Source: an optimization exercise on an open RTL-to-GDS flow (aim: a short achievable clock period and few clock cycles). Production flows keep margins and buffers that such runs may drop.
The RTL was checked by simulation tests, not by an equivalence proof against the original design.
Power figures rest on the tool's default switching activity, not on a simulated workload.

**design/flow/config.mk**
```make
export PLATFORM = sky130hd
export DESIGN_NAME = k1fcb
export DESIGN_NICKNAME = k1fcb
export VERILOG_FILES = /design/flow/design.v
export SDC_FILE = /design/flow/constraint.sdc
export NUM_CORES = 4
export LEC_CHECK = 0
export CAP_MARGIN = 20
export CELL_PAD_IN_SITES_DETAIL_PLACEMENT = 1
export CORE_MARGIN = 2
export CORE_UTILIZATION = 40
export PLACE_DENSITY = 0.5
export SLEW_MARGIN = 20
export TNS_END_PERCENT = 100
```
**design/flow/constraint.sdc**
```tcl
create_clock -name core_clock -period 11.0 [get_ports {clk}]
set_input_delay 2.2000 -clock core_clock [delete_from_list [all_inputs] [get_ports {clk}]]
set_output_delay 2.2000 -clock core_clock [all_outputs]
set_load 0.01 [all_outputs]
```
**design/flow/design.v**
```verilog
module k1_crc_step (
    input  wire [15:0] acc,
    input  wire [7:0]  b,
    output reg  [15:0] nxt
);
    integer k;
    always @(*) begin
        nxt = acc ^ {b, 8'h00};
        for (k = 0; k < 8; k = k + 1)
            nxt = nxt[15] ? ((nxt << 1) ^ 16'h1021) : (nxt << 1);
    end
endmodule
module k1fcb #(
    parameter [127:0] KEY = 128'h80E9_0313_40D5_3521_400D_912E_E614_6C16
) (
    input  wire        clk,
    input  wire        rst,
    input  wire        in_valid,
    input  wire [7:0]  in_byte,
    output wire        in_ready,
    output reg         ob_valid,
    output reg  [7:0]  ob_byte,
    output reg         rsp_valid,
    output reg  [7:0]  rsp_op,
    output reg  [7:0]  rsp_status,
    output reg  [15:0] rsp_acc,
    output reg  [7:0]  rsp_out,
    output reg  [3:0]  rsp_xpos,
    output reg  [1:0]  rsp_sflags,
    output reg  [6:0]  rsp_rxn,
    output reg  [6:0]  rsp_consumed,
    output reg         rsp_has_start,
    output reg  [6:0]  rsp_start,
    output reg         rsp_ovf,
    output reg  [15:0] rsp_len,
    output reg  [15:0] rsp_type,
    output reg  [15:0] rsp_dlen,
    output reg  [15:0] rsp_crc_rx,
    output reg  [15:0] rsp_crc_calc,
    output reg         rsp_crc_ok,
    output reg         rsp_dlen_ok,
    output reg         rsp_runt,
    output reg  [6:0]  rsp_passes
);
    localparam AW  = 6;                  
    localparam PB  = 1 << AW;            
    localparam IFD = 8;                  
    localparam TQW = 5;                 
    localparam TQD = 1 << TQW;                 
    localparam PW  = 32;                 
    localparam DQW = 2;                  
    localparam DQD = 4;
    localparam [7:0] OP_NOP = 8'h00, OP_RST = 8'h01, OP_STAT = 8'h02,
                     OP_CRC_INIT = 8'h10, OP_CRC_BYTE = 8'h11, OP_CRC_RD = 8'h12,
                     OP_XOR_SEEK = 8'h18, OP_XOR_BYTE = 8'h19,
                     OP_RX_PUSH = 8'h20, OP_RX_DEC = 8'h21, OP_RX_DECL = 8'h22,
                     OP_RX_FLUSH = 8'h23, OP_TX_ENC = 8'h30;
    localparam [7:0] ST_OK = 8'h00, ST_ILLEGAL = 8'h01, ST_FULL = 8'h02, ST_TOOLONG = 8'h03,
                     ST_WAIT = 8'h10, ST_DISCARD = 8'h11, ST_RESYNC = 8'h12,
                     ST_COMPACT = 8'h13, ST_MSG = 8'h15;
    localparam [1:0] K_RESP = 2'd0,      
                     K_DEC  = 2'd1,      
                     K_TXH  = 2'd2,      
                     K_TXD  = 2'd3;      
    function [7:0] keyb(input [3:0] k);
        keyb = KEY[k*8 +: 8];
    endfunction
    reg        rst_r;
    always @(posedge clk) rst_r <= rst;
    reg        in_ready_r;
    assign in_ready = in_ready_r;
    reg [7:0]  ib;
    reg        ibv;
    reg [7:0]  ifm [0:IFD-1];
    reg [2:0]  if_wp, if_rp;
    reg [3:0]  if_cnt;
    reg [7:0]  eb;
    reg        ev;
    reg        pd_nop, pd_rst, pd_stat, pd_init, pd_crc, pd_rd, pd_seek, pd_xor,
               pd_push, pd_dec, pd_decl, pd_flush, pd_tx, pd_ill;
    wire       e_go;
    wire       e1_load = (!ev || e_go) && (if_cnt != 4'd0);
    wire [7:0] fb = ifm[if_rp];
    always @(posedge clk) begin
        ib <= in_byte;
        if (ibv) ifm[if_wp] <= ib;
        if (e1_load) begin
            eb <= fb;
            pd_nop   <= (fb == OP_NOP);
            pd_rst   <= (fb == OP_RST);
            pd_stat  <= (fb == OP_STAT);
            pd_init  <= (fb == OP_CRC_INIT);
            pd_crc   <= (fb == OP_CRC_BYTE);
            pd_rd    <= (fb == OP_CRC_RD);
            pd_seek  <= (fb == OP_XOR_SEEK);
            pd_xor   <= (fb == OP_XOR_BYTE);
            pd_push  <= (fb == OP_RX_PUSH);
            pd_dec   <= (fb == OP_RX_DEC) || (fb == OP_RX_DECL);
            pd_decl  <= (fb == OP_RX_DECL);
            pd_flush <= (fb == OP_RX_FLUSH);
            pd_tx    <= (fb == OP_TX_ENC);
            pd_ill   <= !(fb == OP_NOP || fb == OP_RST || fb == OP_STAT ||
                          fb == OP_CRC_INIT || fb == OP_CRC_BYTE || fb == OP_CRC_RD ||
                          fb == OP_XOR_SEEK || fb == OP_XOR_BYTE || fb == OP_RX_PUSH ||
                          fb == OP_RX_DEC || fb == OP_RX_DECL || fb == OP_RX_FLUSH ||
                          fb == OP_TX_ENC);
        end
        ibv <= in_valid && in_ready_r && !rst;
        if (rst_r) begin
            if_wp <= 3'd0;
            if_rp <= 3'd0;
            if_cnt <= 4'd0;
            ev <= 1'b0;
            in_ready_r <= 1'b1;
        end else begin
            if (ibv) if_wp <= if_wp + 3'd1;
            if (e1_load) if_rp <= if_rp + 3'd1;
            if_cnt <= if_cnt + {3'd0, ibv} - {3'd0, e1_load};
            if (e1_load) ev <= 1'b1;
            else if (e_go) ev <= 1'b0;
            in_ready_r <= ({1'b0, if_cnt} + {4'd0, ibv}) <= IFD - 2;
        end
    end
    reg [15:0] acc;
    reg [3:0]  xpos;
    reg [1:0]  sflags;                   
    reg [7:0]  head, tail;               
    reg [6:0]  rxn;
    reg        last_ab, last_dc;         
    reg [7:0]    rb [0:PB-1];            
    reg [PB-1:0] pr_se;                  
    reg [PB-1:0] pr_ed;                  
    reg [1:0]    tq_kind [0:TQD-1];
    reg [3:0]    tq_code [0:TQD-1];
    reg [4:0]    tq_rep  [0:TQD-1];      
    reg [PW-1:0] tq_p    [0:TQD-1];
    reg [TQW-1:0] tq_wp, tq_rp;
    reg [TQW:0]   tq_cnt;
    reg           tq_afull;
    reg [5:0]  msg_cnt;                  
    reg [7:0]  lw;                       
    reg        ilk;                      
    wire [7:0] tail_lw = tail - lw;
    reg        d_busy;                   
    localparam PQD = 3;                  
    reg [10:0] pq [0:PQD-1];
    reg [1:0]  pq_cnt;
    wire       pq_v = (pq_cnt != 2'd0);
    wire       pq_full = (pq_cnt == PQD);
    wire       dec_any = d_busy || pq_v;
    localparam J_OP = 0, J_ARG = 1, J_T0 = 2, J_T1 = 3, J_N0 = 4, J_N1 = 5, J_DATA = 6, J_SKIP = 7;
    localparam [7:0] ES_OP = 8'd1, ES_ARG = 8'd2, ES_T0 = 8'd4, ES_T1 = 8'd8,
                     ES_N0 = 8'd16, ES_N1 = 8'd32, ES_DATA = 8'd64, ES_SKIP = 8'd128;
    reg [7:0]  es;
    reg [7:0]  eop;
    reg        eo_crc, eo_seek, eo_xor, eo_push;
    reg [15:0] t_type;
    reg [7:0]  t_nlo;
    reg [15:0] t_cnt;
    wire        rx_full = rxn[6];        
    wire [15:0] acc_next;
    k1_crc_step u_acc_crc (.acc(acc), .b(eb), .nxt(acc_next));
    wire [15:0] e_n = {eb, t_nlo};
    wire        e_toolong = (eb == 8'hFF) && (t_nlo > 8'hFA);
    wire        t_last = (t_cnt == 16'd1);
    wire e_stall = tq_afull ||
                   (es[J_OP] && (((pd_dec || pd_stat || pd_flush) && pq_full) ||
                                 (pd_rst && dec_any))) ||
                   (es[J_ARG] && eo_push && (rx_full ? dec_any : ilk));
    assign e_go = ev && !e_stall;
    localparam [3:0] C_NOP = 4'd0, C_RST = 4'd1, C_STAT = 4'd2, C_INIT = 4'd3, C_CRC = 4'd4,
                     C_RD = 4'd5, C_SEEK = 4'd6, C_XOR = 4'd7, C_PUSH = 4'd8, C_FULL = 4'd9,
                     C_FLUSH = 4'd10, C_LONG = 4'd11, C_ILL = 4'd12;
    reg          e_tw;
    reg [1:0]    e_tkind;
    reg [3:0]    e_tcode;
    reg [PW-1:0] e_tp;
    always @(*) begin
        e_tw = 1'b0;
        e_tkind = K_RESP;
        e_tcode = C_NOP;
        e_tp = {3'd0, rxn, sflags, xpos, acc};
        case (1'b1)    
            es[J_OP]: begin
                e_tw = !(pd_crc || pd_seek || pd_xor || pd_push || pd_tx);
                if (pd_rst) e_tcode = C_RST;
                if (pd_stat) e_tcode = C_STAT;
                if ((pd_stat || pd_flush) && dec_any) e_tkind = K_DEC;    
                if (pd_init) e_tcode = C_INIT;
                if (pd_rd) e_tcode = C_RD;
                if (pd_flush) e_tcode = C_FLUSH;
                if (pd_dec) begin
                    e_tkind = K_DEC;
                    e_tcode = {3'd0, pd_decl};
                end
                if (pd_ill) begin
                    e_tcode = C_ILL;
                    e_tp[7:0] = eb;
                end
            end
            es[J_ARG]: begin
                e_tw = 1'b1;
                e_tp[7:0] = eb ^ keyb(xpos);
                if (eo_crc) e_tcode = C_CRC;
                if (eo_seek) e_tcode = C_SEEK;
                if (eo_xor) e_tcode = C_XOR;
                if (eo_push) e_tcode = rx_full ? C_FULL : C_PUSH;
            end
            es[J_N1]: begin
                e_tw = !e_toolong;
                e_tkind = K_TXH;
                e_tp = {e_n, t_type};
            end
            es[J_DATA]: begin
                e_tw = 1'b1;
                e_tkind = K_TXD;
                e_tp[8:0] = {t_last, eb};
            end
            es[J_SKIP]: begin
                e_tw = t_last;
                e_tcode = C_LONG;
            end
            default: ;
        endcase
    end
    wire e_tw_go = e_go && e_tw;
    reg          last_push;              
    reg          last_crc;               
    reg [4:0]    run_c;                  
    reg [TQW-1:0] tq_lp;                 
    wire e_merge = e_go && es[J_ARG] && last_push && (tq_cnt >= 2) && (run_c != 5'd31) &&
                   (last_crc ? eo_crc : (eo_push && !rx_full));
    wire e_app = e_tw_go && !e_merge;
    wire e_push  = e_go && es[J_ARG] && eo_push && !rx_full;
    wire e_rbw   = !rx_full && !ilk;
    reg [PB-1:0] toh;                    
    wire e_dec   = e_go && es[J_OP] && pd_dec;
    wire e_empty = e_go && es[J_OP] && (pd_rst || (pd_flush && !dec_any));
    wire e_defer = e_go && es[J_OP] && (pd_stat || pd_flush) && dec_any;
    reg [2:0]  d_st;
    reg        d_decl;
    reg        d_pst, d_pfl;             
    reg [7:0]  d_end;                    
    reg        d_lab;                    
    reg [6:0]  d_total, d_passes;
    reg [PB-1:0] c_hi, c_lo;             
    reg [6:0]  d_n;
    reg [PB-1:0] d_oh;
    reg [AW-1:0] d_pb;
    reg [15:0] d_len;
    reg [6:0]  d_i;
    reg [AW-1:0] d_e;
    reg        d_short;
    reg [6:0]  d_cmsg, d_crs;
    reg [7:0]  r_st;
    reg [6:0]  r_cons;
    reg        r_hs, r_ovf, r_msg, r_again;
    wire [AW-1:0] hp = head[AW-1:0];
    wire [AW-1:0] ep = d_end[AW-1:0];
    wire [7:0] n8 = d_end - head;
    wire       n_all = (n8 == PB);
    reg [PB-1:0] m_ge, m_lt, m_h1;       
    reg          m_wrap, m_full;
    reg [PB-1:0] inr, cand;
    integer q;
    always @(*) begin
        for (q = 0; q < PB; q = q + 1)
            inr[q] = m_full || (m_wrap ? (m_ge[q] || m_lt[q]) : (m_ge[q] && m_lt[q]));
        for (q = 0; q < PB; q = q + 1)
            cand[q] = pr_se[q] & inr[q] & inr[(q + 1) % PB] & !(m_full && m_h1[q]);
    end
    function [PB-1:0] first1(input [PB-1:0] x);
        reg [PB-1:0] p;
        begin
            p = x;
            p = p | (p << 1);
            p = p | (p << 2);
            p = p | (p << 4);
            p = p | (p << 8);
            p = p | (p << 16);
            p = p | (p << 32);
            p = p | (p << 64);
            first1 = x & ~(p << 1);
        end
    endfunction
    wire          any_hi = |c_hi;
    wire          any_c  = any_hi || (|c_lo);
    wire [PB-1:0] s1_oh  = any_hi ? first1(c_hi) : first1(c_lo);
    reg [7:0] len_lo, len_hi;
    reg [AW-1:0] oh_b;
    reg [PB-1:0] tmp;
    integer b;
    always @(*) begin
        for (b = 0; b < 8; b = b + 1) begin
            for (q = 0; q < PB; q = q + 1) tmp[q] = d_oh[q] & rb[(q + 2) % PB][b];
            len_lo[b] = |tmp;
            for (q = 0; q < PB; q = q + 1) tmp[q] = d_oh[q] & rb[(q + 3) % PB][b];
            len_hi[b] = |tmp;
        end
        for (b = 0; b < AW; b = b + 1) begin
            for (q = 0; q < PB; q = q + 1) tmp[q] = d_oh[q] & ((q >> b) & 1);
            oh_b[b] = |tmp;
        end
    end
    wire [AW-1:0] s2_i = oh_b - hp;
    wire [7:0]  s3_need = {1'b0, d_i} + {2'b0, d_len[5:0]} + 8'd8;
    wire        s3_short = (d_len[15:6] != 10'd0) || ({1'b0, d_i} + 8'd4 > {1'b0, d_n}) ||
                           (s3_need > {1'b0, d_n});
    wire d_endok = pr_ed[d_e];
    localparam [2:0] D_S0 = 3'd0, D_S1 = 3'd1, D_S2 = 3'd2, D_S3 = 3'd3, D_S4 = 3'd4,
                     D_S5 = 3'd5, D_SN = 3'd6, D_P = 3'd7;
    reg [45:0] dqe [0:DQD-1];
    reg [DQW:0]   dq_cnt;
    wire       dq_take;
    wire d_fin  = d_busy && d_st == D_S5 && !r_again;
    wire d_hold = d_fin && (dq_cnt == DQD);
    wire dq_w   = d_fin && !d_hold;
    wire d_free = !d_busy || dq_w;       
    wire [6:0] r_total = d_total + r_cons;
    wire [7:0] r_p8 = head + {1'b0, d_i};
    wire pq_push = (e_dec && (d_busy || pq_v)) || e_defer;
    wire [10:0] pq_new = pd_dec ? {1'b0, pd_decl, tail, last_ab} :
                                  {1'b1, pd_flush, tail, sflags[1]};
    wire pq_pop  = d_free && pq_v;
    integer m;
    always @(posedge clk) begin
        for (m = 0; m < PQD; m = m + 1) begin
            if (pq_pop) begin
                if (pq_push && m == pq_cnt - 1) pq[m] <= pq_new;
                else if (m < PQD - 1) pq[m] <= pq[m + 1];
            end else if (pq_push && m == pq_cnt) begin
                pq[m] <= pq_new;
            end
        end
    end
    always @(posedge clk) begin
        if (rst_r) begin
            d_busy <= 1'b0;
            pq_cnt <= 2'd0;
            d_st <= D_SN;
        end else begin
            pq_cnt <= pq_cnt + {1'b0, pq_push} - {1'b0, pq_pop};
            if (pq_pop) begin
                d_busy <= 1'b1;
                d_st <= pq[0][10] ? D_P : D_SN;
                d_decl <= (pq[0][10:9] == 2'd1);
                d_pst <= (pq[0][10:9] == 2'd2);
                d_pfl <= (pq[0][10:9] == 2'd3);
                d_end <= pq[0][8:1];
                d_lab <= pq[0][0];
                d_total <= 7'd0;
                d_passes <= 7'd0;
            end else if (e_dec && !d_busy && !pq_v) begin
                d_busy <= 1'b1;
                d_st <= D_S0;
                d_decl <= pd_decl;
                d_pst <= 1'b0;
                d_pfl <= 1'b0;
                d_end <= tail;
                d_lab <= last_ab;
                d_total <= 7'd0;
                d_passes <= 7'd0;
            end else if (d_busy) begin
                case (d_st)
                    D_SN: d_st <= (n8 < 8'd8) ? D_S5 : D_S0;
                    D_S0: d_st <= (d_n < 7'd8) ? D_S5 : D_S1;
                    D_S1: d_st <= any_c ? D_S2 : D_S5;
                    D_S2: d_st <= D_S3;
                    D_S3: d_st <= D_S4;
                    D_S4: d_st <= D_S5;
                    D_P:  d_st <= D_S5;
                    default: begin       
                        if (!d_hold) begin
                            d_st <= D_SN;
                            d_total <= r_total;
                            d_passes <= d_passes + 7'd1;
                            if (d_fin) begin
                                d_busy <= 1'b0;
                                d_end <= e_push ? tail + 8'd1 : tail;
                            end
                        end
                    end
                endcase
            end else begin
                d_end <= e_push ? tail + 8'd1 : tail;
            end
        end
    end
    always @(posedge clk) begin
        case (d_st)
            D_SN: begin
                for (q = 0; q < PB; q = q + 1) begin
                    m_ge[q] <= (q >= hp);
                    m_lt[q] <= (q < ep);
                    m_h1[q] <= (((q + 1) % PB) == hp);
                end
                m_wrap <= (ep < hp);
                m_full <= n_all;
                d_n <= n8[6:0];
                r_st <= ST_WAIT;
                r_cons <= 7'd0;
                r_hs <= 1'b0;
                r_ovf <= 1'b0;
                r_msg <= 1'b0;
                r_again <= 1'b0;
            end
            D_S0: begin
                c_hi <= cand & m_ge;
                c_lo <= cand & ~m_ge;
            end
            D_S1: begin
                d_oh <= s1_oh;
                if (!any_c) begin
                    r_st <= ST_DISCARD;
                    r_cons <= d_lab ? d_n - 7'd1 : d_n;
                end
            end
            D_S2: begin
                d_len <= {len_hi, len_lo};
                d_pb <= oh_b;
                d_i <= {1'b0, s2_i};
            end
            D_S3: begin
                d_short <= s3_short;
                d_e <= d_pb + 6'd6 + d_len[AW-1:0];
                d_cmsg <= d_i + 7'd8 + {1'b0, d_len[5:0]};
                d_crs <= d_i + 7'd2;
            end
            D_P: begin                   
                d_n <= n8[6:0];
                r_st <= ST_OK;
                r_cons <= d_pfl ? n8[6:0] : 7'd0;
                r_hs <= d_lab;
                r_ovf <= d_pst && sflags[0];
                r_msg <= 1'b0;
                r_again <= 1'b0;
            end
            D_S4: begin
                r_hs <= 1'b1;
                if (d_short) begin
                    if (!d_n[6]) begin
                        r_st <= ST_WAIT;
                    end else if (d_i != 7'd0) begin
                        r_st <= ST_COMPACT;
                        r_cons <= d_i;
                        r_again <= d_decl;
                    end else begin
                        r_st <= ST_RESYNC;
                        r_cons <= 7'd2;
                        r_ovf <= 1'b1;
                        r_again <= d_decl;
                    end
                end else if (!d_endok) begin
                    r_st <= ST_RESYNC;
                    r_cons <= d_crs;
                    r_again <= d_decl;
                end else begin
                    r_st <= ST_MSG;
                    r_cons <= d_cmsg;
                    r_msg <= 1'b1;
                end
            end
            default: ;
        endcase
    end
    wire [45:0] dq_new = {r_msg, r_st, d_pst ? d_n : r_total, d_i, d_passes + 7'd1, r_hs, r_ovf,
                          r_p8 + 8'd4, d_len[5:0]};
    integer k;
    always @(posedge clk) begin
        for (k = 0; k < DQD; k = k + 1) begin
            if (dq_take) begin
                if (dq_w && k == dq_cnt - 1) dqe[k] <= dq_new;
                else if (k < DQD - 1) dqe[k] <= dqe[k + 1];
            end else if (dq_w && k == dq_cnt) begin
                dqe[k] <= dq_new;
            end
        end
        if (rst_r) begin
            dq_cnt <= {(DQW+1){1'b0}};
        end else begin
            dq_cnt <= dq_cnt + {{DQW{1'b0}}, dq_w} - {{DQW{1'b0}}, dq_take};
        end
    end
    wire d_apply = d_busy && d_st == D_S5 && !d_hold;    
    localparam I_IDLE = 0, I_HDR = 1, I_DATA = 2, I_TAIL = 3, I_STRM = 4;
    localparam [4:0] O_IDLE = 5'b00001, O_HDR = 5'b00010, O_DATA = 5'b00100, O_TAIL = 5'b01000,
                     O_STRM = 5'b10000;
    reg [4:0]  os;
    reg          ot_v;
    reg [1:0]    ot_kind;
    reg [3:0]    ot_code;
    reg [4:0]    ot_rep;
    reg [7:0]    ot_op, ot_st;                  
    always @(*) begin
        ot_st = ST_OK;
        case (ot_code)
            C_NOP:   ot_op = OP_NOP;
            C_RST:   ot_op = OP_RST;
            C_STAT:  ot_op = OP_STAT;
            C_INIT:  ot_op = OP_CRC_INIT;
            C_CRC:   ot_op = OP_CRC_BYTE;
            C_RD:    ot_op = OP_CRC_RD;
            C_SEEK:  ot_op = OP_XOR_SEEK;
            C_XOR:   ot_op = OP_XOR_BYTE;
            C_PUSH:  ot_op = OP_RX_PUSH;
            C_FULL:  begin ot_op = OP_RX_PUSH; ot_st = ST_FULL; end
            C_FLUSH: ot_op = OP_RX_FLUSH;
            C_LONG:  begin ot_op = OP_TX_ENC; ot_st = ST_TOOLONG; end
            default: begin ot_op = ot_p[7:0]; ot_st = ST_ILLEGAL; end
        endcase
    end
    reg  [7:0]   ot_dop;                        
    always @(*)
        case (ot_code)
            4'd0:    ot_dop = OP_RX_DEC;
            4'd1:    ot_dop = OP_RX_DECL;
            C_STAT:  ot_dop = OP_STAT;
            default: ot_dop = OP_RX_FLUSH;
        endcase
    reg [PW-1:0] ot_p;
    wire       dq_v    = (dq_cnt != 0);
    wire [45:0] dq0 = dqe[0];
    wire       dq_msg0 = dq0[45];
    wire [7:0] dq_addr0 = dq0[13:6];
    reg [15:0] x_len;
    reg        x_odd, x_nz;
    reg [2:0]  x_step;
    reg [3:0]  x_pos;
    reg [15:0] x_crc;
    reg [7:0]  x_plain;
    wire [15:0] x_crc_next;
    k1_crc_step u_tx_crc (.acc(x_crc), .b(x_plain), .nxt(x_crc_next));
    reg [7:0]  s_ptr;                    
    reg [7:0]  s_rd;                     
    reg [6:0]  s_k, s_rem;               
    reg [5:0]  s_len;
    reg [7:0]  s_op;
    reg [6:0]  s_cons, s_start, s_passes;
    reg [15:0] s_crc, s_type, s_dlen;
    reg [7:0]  s_crx_lo;
    wire [7:0] s_raw = s_rd ^ keyb(s_k[3:0]);
    wire [15:0] s_crc_next;
    k1_crc_step u_rx_crc (.acc(s_crc), .b(s_raw), .nxt(s_crc_next));
    wire        s_last = (s_rem == 7'd0);
    wire [15:0] s_type_n = (s_k == 7'd0) ? {s_type[15:8], s_raw} :
                           (s_k == 7'd1) ? {s_raw, s_type[7:0]} : s_type;
    wire [15:0] s_dlen_n = (s_k == 7'd2) ? {s_dlen[15:8], s_raw} :
                           (s_k == 7'd3) ? {s_raw, s_dlen[7:0]} : s_dlen;
    wire [7:0]  s_rd_s = rb[s_ptr[AW-1:0]];
    wire [7:0]  s_rd_q = rb[dq_addr0[AW-1:0]];
    reg [31:0] x_hsr;                    
    always @(*) begin
        if (os[I_DATA]) x_plain = ot_p[7:0];
        else if (os[I_HDR]) x_plain = x_hsr[7:0];
        else x_plain = 8'h00;
    end
    wire o_dec_go = ot_kind == K_DEC && dq_v;
    wire ot_take = ot_v && ((os[I_IDLE] && (ot_kind != K_TXD) && (ot_kind != K_DEC || dq_v) &&
                             (ot_kind != K_RESP || ot_rep == 5'd0)) ||
                            (os[I_DATA] && ot_kind == K_TXD));
    assign dq_take = ot_v && os[I_IDLE] && o_dec_go;
    wire ot_load = (!ot_v || ot_take) && (tq_cnt != 0);
    wire s_done = os[I_STRM] && s_last;
    always @(posedge clk) begin
        s_rd <= os[I_STRM] ? s_rd_s : s_rd_q;
        if (ot_load) begin
            ot_kind <= tq_kind[tq_rp];
            ot_code <= tq_code[tq_rp];
            ot_p <= tq_p[tq_rp];
            ot_rep <= tq_rep[tq_rp];
        end
        ob_valid <= 1'b0;
        rsp_valid <= 1'b0;
        if (rst_r) begin
            os <= O_IDLE;
            ot_v <= 1'b0;
        end else begin
            if (ot_load) ot_v <= 1'b1;
            else if (ot_take) ot_v <= 1'b0;
            case (1'b1)    
                os[I_IDLE]: if (ot_v) begin
                    case (ot_kind)
                        K_DEC: if (dq_v) begin
                            if (dq_msg0) begin
                                s_ptr <= dq_addr0 + 8'd1;
                                s_k <= 7'd0;
                                s_rem <= {1'b0, dq0[5:0]} + 7'd1;
                                s_len <= dq0[5:0];
                                s_op <= ot_dop;
                                s_cons <= dq0[36:30];
                                s_start <= dq0[29:23];
                                s_passes <= dq0[22:16];
                                s_crc <= 16'd0;
                                os <= O_STRM;
                            end else begin
                                rsp_valid <= 1'b1;
                            end
                        end
                        K_TXH: begin
                            ob_valid <= 1'b1;
                            x_hsr <= {ot_p[31:16] + 16'd4, ot_p[15:0]};
                            x_len <= ot_p[31:16] + {13'd0, 2'b10, ot_p[16]};
                            x_odd <= ot_p[16];
                            x_nz <= (ot_p[31:16] == 16'd0);
                            x_step <= 3'd1;
                            x_crc <= 16'd0;
                            os <= O_HDR;
                        end
                        K_TXD: ;
                        default: begin
                            if (ot_rep != 5'd0) ot_rep <= ot_rep - 5'd1;
                            rsp_valid <= 1'b1;
                        end
                    endcase
                end
                os[I_HDR]: begin
                    ob_valid <= 1'b1;
                    x_step <= x_step + 3'd1;
                    if (x_step[2]) begin
                        x_crc <= x_crc_next;
                        x_hsr <= {8'h00, x_hsr[31:8]};
                    end
                    if (x_step == 3'd7) begin
                        x_pos <= 4'd4;
                        if (x_nz) begin
                            x_step <= x_odd ? 3'd0 : 3'd1;
                            os <= O_TAIL;
                        end else begin
                            os <= O_DATA;
                        end
                    end
                end
                os[I_DATA]: if (ot_v && ot_kind == K_TXD) begin
                    ob_valid <= 1'b1;
                    x_crc <= x_crc_next;
                    x_pos <= x_pos + 4'd1;
                    if (ot_p[8]) begin
                        x_step <= x_odd ? 3'd0 : 3'd1;
                        os <= O_TAIL;
                    end
                end
                os[I_TAIL]: begin
                    ob_valid <= 1'b1;
                    x_step <= x_step + 3'd1;
                    x_pos <= x_pos + 4'd1;
                    if (x_step == 3'd0) x_crc <= x_crc_next;
                    if (x_step[2]) begin
                        rsp_valid <= 1'b1;
                        os <= O_IDLE;
                    end
                end
                os[I_STRM]: begin
                    ob_valid <= 1'b1;
                    s_ptr <= s_ptr + 8'd1;
                    s_k <= s_k + 7'd1;
                    s_rem <= s_rem - 7'd1;
                    if (s_rem >= 7'd2) s_crc <= s_crc_next;
                    s_type <= s_type_n;
                    s_dlen <= s_dlen_n;
                    if (s_rem == 7'd1) s_crx_lo <= s_raw;
                    if (s_last) begin
                        rsp_valid <= 1'b1;
                        os <= O_IDLE;
                    end
                end
                default: os <= O_IDLE;
            endcase
        end
        if (rst || rst_r) begin
            ob_valid <= 1'b0;
            rsp_valid <= 1'b0;
        end
    end
    always @(posedge clk) begin
        rsp_acc <= ot_p[15:0];
        rsp_out <= ot_p[7:0];
        rsp_xpos <= ot_p[19:16];
        rsp_sflags <= (ot_kind == K_DEC) ? {dq0[15], dq0[14]} : ot_p[21:20];
        rsp_rxn <= (ot_kind == K_DEC) ? dq0[36:30] : ot_p[28:22];
        rsp_len <= {10'd0, s_len};
        rsp_type <= s_type_n;
        rsp_dlen <= (s_len >= 6'd2) ? s_dlen_n : 16'd0;
        rsp_crc_rx <= {s_raw, s_crx_lo};
        rsp_crc_calc <= s_crc;
        rsp_crc_ok <= ({s_raw, s_crx_lo} == s_crc);
        rsp_dlen_ok <= (s_len >= 6'd4) && (s_dlen >= 16'd4) && (s_dlen <= {10'd0, s_len});
        rsp_runt <= (s_len < 6'd4);
        if (os[I_STRM]) begin
            rsp_op <= s_op;
            rsp_status <= ST_MSG;
            rsp_consumed <= s_cons;
            rsp_has_start <= 1'b1;
            rsp_start <= s_start;
            rsp_ovf <= 1'b0;
            rsp_passes <= s_passes;
        end else begin
            rsp_op <= os[I_TAIL] ? OP_TX_ENC : (ot_kind == K_DEC) ? ot_dop : ot_op;
            rsp_status <= os[I_TAIL] ? ST_OK : (ot_kind == K_DEC) ? dq0[44:37] : ot_st;
            rsp_consumed <= (ot_kind == K_DEC) ? dq0[36:30] : ot_p[28:22];
            rsp_has_start <= dq0[15];
            rsp_start <= dq0[29:23];
            rsp_ovf <= dq0[14];
            rsp_passes <= dq0[22:16];
        end
        case (1'b1)    
            os[I_HDR]:
                case (x_step)
                    3'd1: ob_byte <= 8'hCD;
                    3'd2: ob_byte <= x_len[7:0];
                    3'd3: ob_byte <= x_len[15:8];
                    default: ob_byte <= x_plain ^ keyb({2'd0, x_step[1:0]});
                endcase
            os[I_DATA]: ob_byte <= x_plain ^ keyb(x_pos);
            os[I_TAIL]:
                case (x_step)
                    3'd0: ob_byte <= keyb(x_pos);                
                    3'd1: ob_byte <= x_crc[7:0] ^ keyb(x_pos);
                    3'd2: ob_byte <= x_crc[15:8] ^ keyb(x_pos);
                    3'd3: ob_byte <= 8'hDC;
                    default: ob_byte <= 8'hBA;
                endcase
            os[I_STRM]: ob_byte <= s_raw;
            default: ob_byte <= 8'hAB;                           
        endcase
    end
    wire [TQW:0] tq_inc = tq_cnt + 1'b1;
    wire [TQW:0] tq_dec = tq_cnt - 1'b1;
    always @(posedge clk) begin
        begin
            tq_kind[tq_wp] <= e_tkind;
            tq_code[tq_wp] <= e_tcode;
            tq_p[tq_wp] <= e_tp;
            tq_rep[tq_wp] <= 5'd0;
        end
        if (e_app) begin
            tq_lp <= tq_wp;
            run_c <= 5'd0;
        end
        if (e_merge) begin
            tq_rep[tq_lp] <= run_c + 5'd1;
            run_c <= run_c + 5'd1;
        end
        if (rst_r) begin
            tq_wp <= {TQW{1'b0}};
            tq_rp <= {TQW{1'b0}};
            tq_cnt <= {(TQW+1){1'b0}};
            tq_afull <= 1'b0;
            last_push <= 1'b0;
        end else begin
            if (e_app) begin
                last_push <= es[J_ARG] && ((eo_push && !rx_full) || eo_crc);
                last_crc <= eo_crc;
            end
            if (e_app) tq_wp <= tq_wp + 1'b1;
            if (ot_load) tq_rp <= tq_rp + 1'b1;
            case ({e_app, ot_load})
                2'b10:   tq_cnt <= tq_inc;
                2'b01:   tq_cnt <= tq_dec;
                default: tq_cnt <= tq_cnt;
            endcase
            tq_afull <= tq_cnt >= TQD - 2;
        end
    end
    integer j;
    wire [6:0] rxn_m  = rxn - r_cons;
    wire [6:0] rxn_m1 = rxn - r_cons + 7'd1;
    always @(posedge clk) begin
        for (j = 0; j < PB; j = j + 1) begin
            if (e_rbw && toh[j]) begin
                rb[j] <= eb;
                pr_se[j] <= 1'b0;
                pr_ed[j] <= 1'b0;
            end
            if (e_rbw && toh[(j + 1) % PB]) begin
                pr_se[j] <= last_ab && (eb == 8'hCD);
                pr_ed[j] <= last_dc && (eb == 8'hBA);
            end
        end
        if (rst_r) toh <= {{(PB-1){1'b0}}, 1'b1};
        else if (e_push) toh <= {toh[PB-2:0], toh[PB-1]};
        if (rst_r) begin
            es <= ES_OP;
            acc <= 16'd0;
            xpos <= 4'd0;
            sflags <= 2'd0;
            head <= 8'd0;
            tail <= 8'd0;
            rxn <= 7'd0;
            last_ab <= 1'b0;
            last_dc <= 1'b0;
            msg_cnt <= 6'd0;
            lw <= 8'd0;
            ilk <= 1'b0;
        end else begin
            if (e_go) begin
                case (1'b1)    
                    es[J_OP]: begin
                        eop <= eb;
                        eo_crc <= pd_crc;
                        eo_seek <= pd_seek;
                        eo_xor <= pd_xor;
                        eo_push <= pd_push;
                        if (pd_rst || pd_init) acc <= 16'd0;
                        if (pd_rst) begin
                            xpos <= 4'd0;
                            sflags <= 2'd0;
                        end
                        if (pd_crc || pd_seek || pd_xor || pd_push) es <= ES_ARG;
                        if (pd_tx) es <= ES_T0;
                    end
                    es[J_ARG]: begin
                        es <= ES_OP;
                        if (eo_crc) acc <= acc_next;
                        if (eo_seek) xpos <= eb[3:0];
                        if (eo_xor) xpos <= xpos + 4'd1;
                        if (eo_push) begin
                            if (rx_full) begin
                                sflags[1] <= 1'b1;
                            end else begin
                                last_ab <= (eb == 8'hAB);
                                last_dc <= (eb == 8'hDC);
                            end
                        end
                    end
                    es[J_T0]: begin t_type[7:0] <= eb; es <= ES_T1; end
                    es[J_T1]: begin t_type[15:8] <= eb; es <= ES_N0; end
                    es[J_N0]: begin t_nlo <= eb; es <= ES_N1; end
                    es[J_N1]: begin
                        t_cnt <= e_n;
                        if (e_toolong) es <= ES_SKIP;
                        else if (e_n == 16'd0) es <= ES_OP;
                        else es <= ES_DATA;
                    end
                    default: begin       
                        t_cnt <= t_cnt - 16'd1;
                        if (t_last) es <= ES_OP;
                    end
                endcase
            end
            if (e_empty) begin
                head <= tail;
                rxn <= 7'd0;
            end else begin
                if (e_push) tail <= tail + 8'd1;
                if (d_apply) head <= head + {1'b0, r_cons};
                if (d_apply) rxn <= e_push ? rxn_m1 : rxn_m;
                else rxn <= e_push ? rxn + 7'd1 : rxn;
            end
            if (d_apply && r_ovf) sflags[0] <= 1'b1;
            msg_cnt <= msg_cnt + {5'd0, dq_w && r_msg} - {5'd0, s_done};
            if (os[I_STRM]) lw <= s_ptr - 8'd1;
            else if (dq_w && r_msg && msg_cnt == 6'd0) lw <= r_p8;
            ilk <= (msg_cnt != 6'd0) && (tail_lw >= PB - 4);
        end
    end
endmodule
```
**design/flow/flow/run.sh**
```bash
#!/bin/bash
set -euo pipefail
export SETUP_SLACK_MARGIN=7.6
bash standard.sh > standard_flow.log 2>&1
```
**design/flow/standard.sh**
```bash
#!/bin/bash
# synth_recipe.tcl (not shown) runs the flow's synth.tcl, then flattens the netlist and writes it again
# the make line also repeats each setting of config.mk as NAME=value (left out here)
make -C /OpenROAD-flow-scripts/flow DESIGN_CONFIG=/design/flow/config.mk WORK_HOME=/design/flow/orfs CLKGATE_MAP_FILE= SYNTH_SCRIPT=/design/flow/synth_recipe.tcl "${@:-finish}"
```
==> reports/results.ini <==
[critical_path]
cp_max_fo=2
critPathLaunchType=flop
r2r_end=s_rd[1]$_DFF_P_
required_ns=8.80
crit_path_cell_trace=buf_6
critPathKind=flop to output port
crit_family=flip-flops
cp-end-kind=output port
critPathBufInv=1
r2r_start=dqe[0][9]$_DFFE_PP_
r2r_cells=11
cp_slowest_cell=dfxtp_4
rrSetupSlack_ns=7.33
max_stage_delay_ns=0.37
arrival_ns=1.47

[run_status]
outcome=timing/DRC/antenna clean

[layout]
area_growth_pct=16.14
most-common-layout-cells=edfxtp_1 (3050), nand2_1 (886), nor2_1 (872), mux4_2 (472), buf_4 (416)
finalNetCount=11120
layout_commonest_cell=edfxtp_1
layout-drive-gt1-share_pct=20.69

[drt]
drtIter0Drc=15400
drt_wl_total_um=759700
first_pass_iters=9
viasPerCell=6.748
ant_nets=0
wl_per_cell_um=46.58
dr_total_vias=110100
drc=0

[global_routing]
grt_first_pass_wirelength_um=1004000
grt_pass1_vias=107200
grt_overflow=0
grt_max_degree=134
antenna_found_initial=85
track_usage_pct=39.49

[sta]
fin_crit_sh_pct=33.38
clock.fmax_ghz=0.2723
drv_slew=0
slew_headroom_pct=14.83
rsz0062_at_grt=true
finClkSkew_ns=0.07721
fin_crit_ns=3.672
setup_viol_count_final=0
finalHoldViolCount=0
hold_ws_ns=0.3962
fin_tns_setup_ns=0
worst_slew_pin_slew_ns=1.275

[die]
initial_core_util_pct=40.22
die_w_um=616.0
num_rows=224
ios=181
die_h_um=616.0
die_area_sq_mm=0.3794
coreArea_sq_mm=0.3725

[clock_network]
clock-sinks=3406
cts_buffers=376
cts_max_path_buffers=4
cts_tree=built
clkTransAtPathRegs_ns=0.06
clockRootBuffer=clkbuf_16
htreeDepth=5
clkLatencyLatePin_ns=1.03

[synth]
ys.flop_type=edfxtp_1
synthCells=10540
synth_area_sq_mm=0.1498
async_flop_share_pct=0
ys_types=99
ys_seq_area_share_pct=65.90
yosys_warnings=5
avgSynthCellArea_sq_um=14.21
yosys_register_bits=3406
synth_edf_count=3050

[power_and_ir_drop]
p_per_area_mw_per_mm2=216.4
peakVddDrop_mv=0.1811
p_leak_uw=0.05827

[placement]
port_buffers=165
hpwlAfterDp_um=483400
place_congestion=1.026

[job]
maxCapViolations=0

[min_path]
min_from=s_crx_lo[2]$_DFFE_PP_
worstHoldEndpoint=rsp_crc_rx[2]$_DFF_P_
hold_path_depth=0
hp-class=flop to flop

-- layer usage --
metal	track usage (%)	share of wire (%)	routed length, um	up-vias
met4	28.30	8.9	67820	34
met2	61.14	45	344300	7411
met5	0.6692	0.067	509	-
met3	11.63	9.1	68990	2658
met1	47.09	37	278100	57800
li1	-	-	-	42160
-- power by group --
group | internal, uW | total, uW | switching [uW]
clock | 7350 | 12900 | 5520
combinational | 2820 | 7770 | 4950
sequential | 16100 | 17000 | 933
total | 26300 | 37700 | 11400
-- worst max path at each step --
stage | from | end | slack [ns] | cells after the start
global placement | d_oh[11]$_DFFE_PP_ | d_i[5]$_DFFE_PP_ | 6.52 | 11
floorplan | d_st[2]$_SDFFE_PP1P_ | c_hi[0]$_DFFE_PP_ | 6.94 | 3
CTS | in_ready_r$_SDFF_PP1_ | in_ready | 7.24 | 1
global route | in_ready_r$_SDFF_PP1_ | in_ready | 7.28 | 1
detailed placement | run_c[0]$_SDFFCE_PN0P_ | tq_rep[5][3]$_SDFFCE_PN0P_ | 6.49 | 10
finish | in_ready_r$_SDFF_PP1_ | in_ready | 7.33 | 1
-- state kept, by name, summed over array words and instances (netlist names), 128 cells and up, named ones only --
name,count
tq_p,1024
tq_rep,160
dqe,164
tq_code,128
rb,512
-- cell usage after synthesis, drive strengths merged, types with 135 or more instances --
library cell	number	area share, %
nor4	141	0.61
nand4	196	0.82
a22oi	386	1.9
xnor2	162	0.95
mux4	472	7.1
a21oi	331	1.1
dfxtp	356	4.8
clkbuf	538	1.3
inv	303	0.76
nor2	941	2.4
mux2	169	1.3
nand2	890	2.2
a221oi	285	1.7
o21ai	204	0.68
nor3	135	0.49
a22o	290	1.7
edfxtp	3050	61
ha	172	1.4
-- metrics by stage --
stage          utilization (%)  std cells  worst slack [ns]  power [uW]  instance area, sq um
6_report                 46.71      16310             7.328       37650                174000
5_1_grt                  46.65      16230             7.277       38870                173800
4_1_cts                  46.30      16150             7.242       37730                172400
3_5_place_dp             42.68      15390             6.489       24780                159000
3_3_place_gp             42.66      15390             6.515       24540                158900
2_1_floorplan                -      10550             6.942       21510                150000
-- kinds of logic (layout without fill, tap and decap cells) --
| kind of cell | after synthesis | after routing | share of synthesized area (%) |
|---|---|---|---|
| buffers and inverters | 971 | 1658 | 2.506 |
| AO/OA/AOI/OAI | 1906 | 1906 | 9.319 |
| flip-flops | 3406 | 3406 | 65.90 |
| other | 1 | 114 | 0.002503 |
| multiplexers | 719 | 719 | 8.890 |
| AND/OR/NAND/NOR | 3009 | 3009 | 9.702 |
| adder cells (fa/ha/maj) | 246 | 246 | 2.018 |
| XOR/XNOR | 281 | 281 | 1.666 |
-- cell type report --
cell class / instances / area (sq um)
Timing Repair inverter: 1 / 5.005
Multi-Input combinational cell: 6176 / 48920
Inverter: 307 / 1166
Tap cell: 4972 / 6221
Antenna cell: 99 / 247.7
Timing Repair Buffer: 651 / 6076
Clock inverter: 200 / 2087
Sequential cell: 3406 / 98900
Fill cell: 36510 / 198500
Clock buffer: 499 / 10360
-- repair_timing --
item,in CTS,in global routing
pin swaps,21,29
hold endpoints to repair,0,0
resized for setup,917,127
buffers inserted,56,49
gates cloned,5,1
hold buffers,0,0
setup endpoints to repair,725,377
Testbench counts, summed over its fixed seeds: cycles 35,495.

-- afterwards: timing with drivers on the ports --
In the flow no input, the clock included, has a driving cell. The finished layout below was timed again as built, in two steps.
Step 1: set_driving_cell puts a clkbuf_16 on clk and a buf_2 on each other input, an assumption about the parent block.
Step 2, shift: input delay + t, output delay - t, t = (earliest + latest rising clock arrival at the registers) / 2. This alone moves slack from input paths to output paths.
a / b / c = no drivers / after step 1 / after step 2; a / b = the first two.
shift t [ns]: 1.119
slack for setup (ns): 7.328 / 7.201 / 7.333
worst setup path at the end: register to register
After both steps this run still meets setup and hold. For this run, drivers alone change the setup slack by -0.127 ns; drivers and shift together by +0.005 ns.
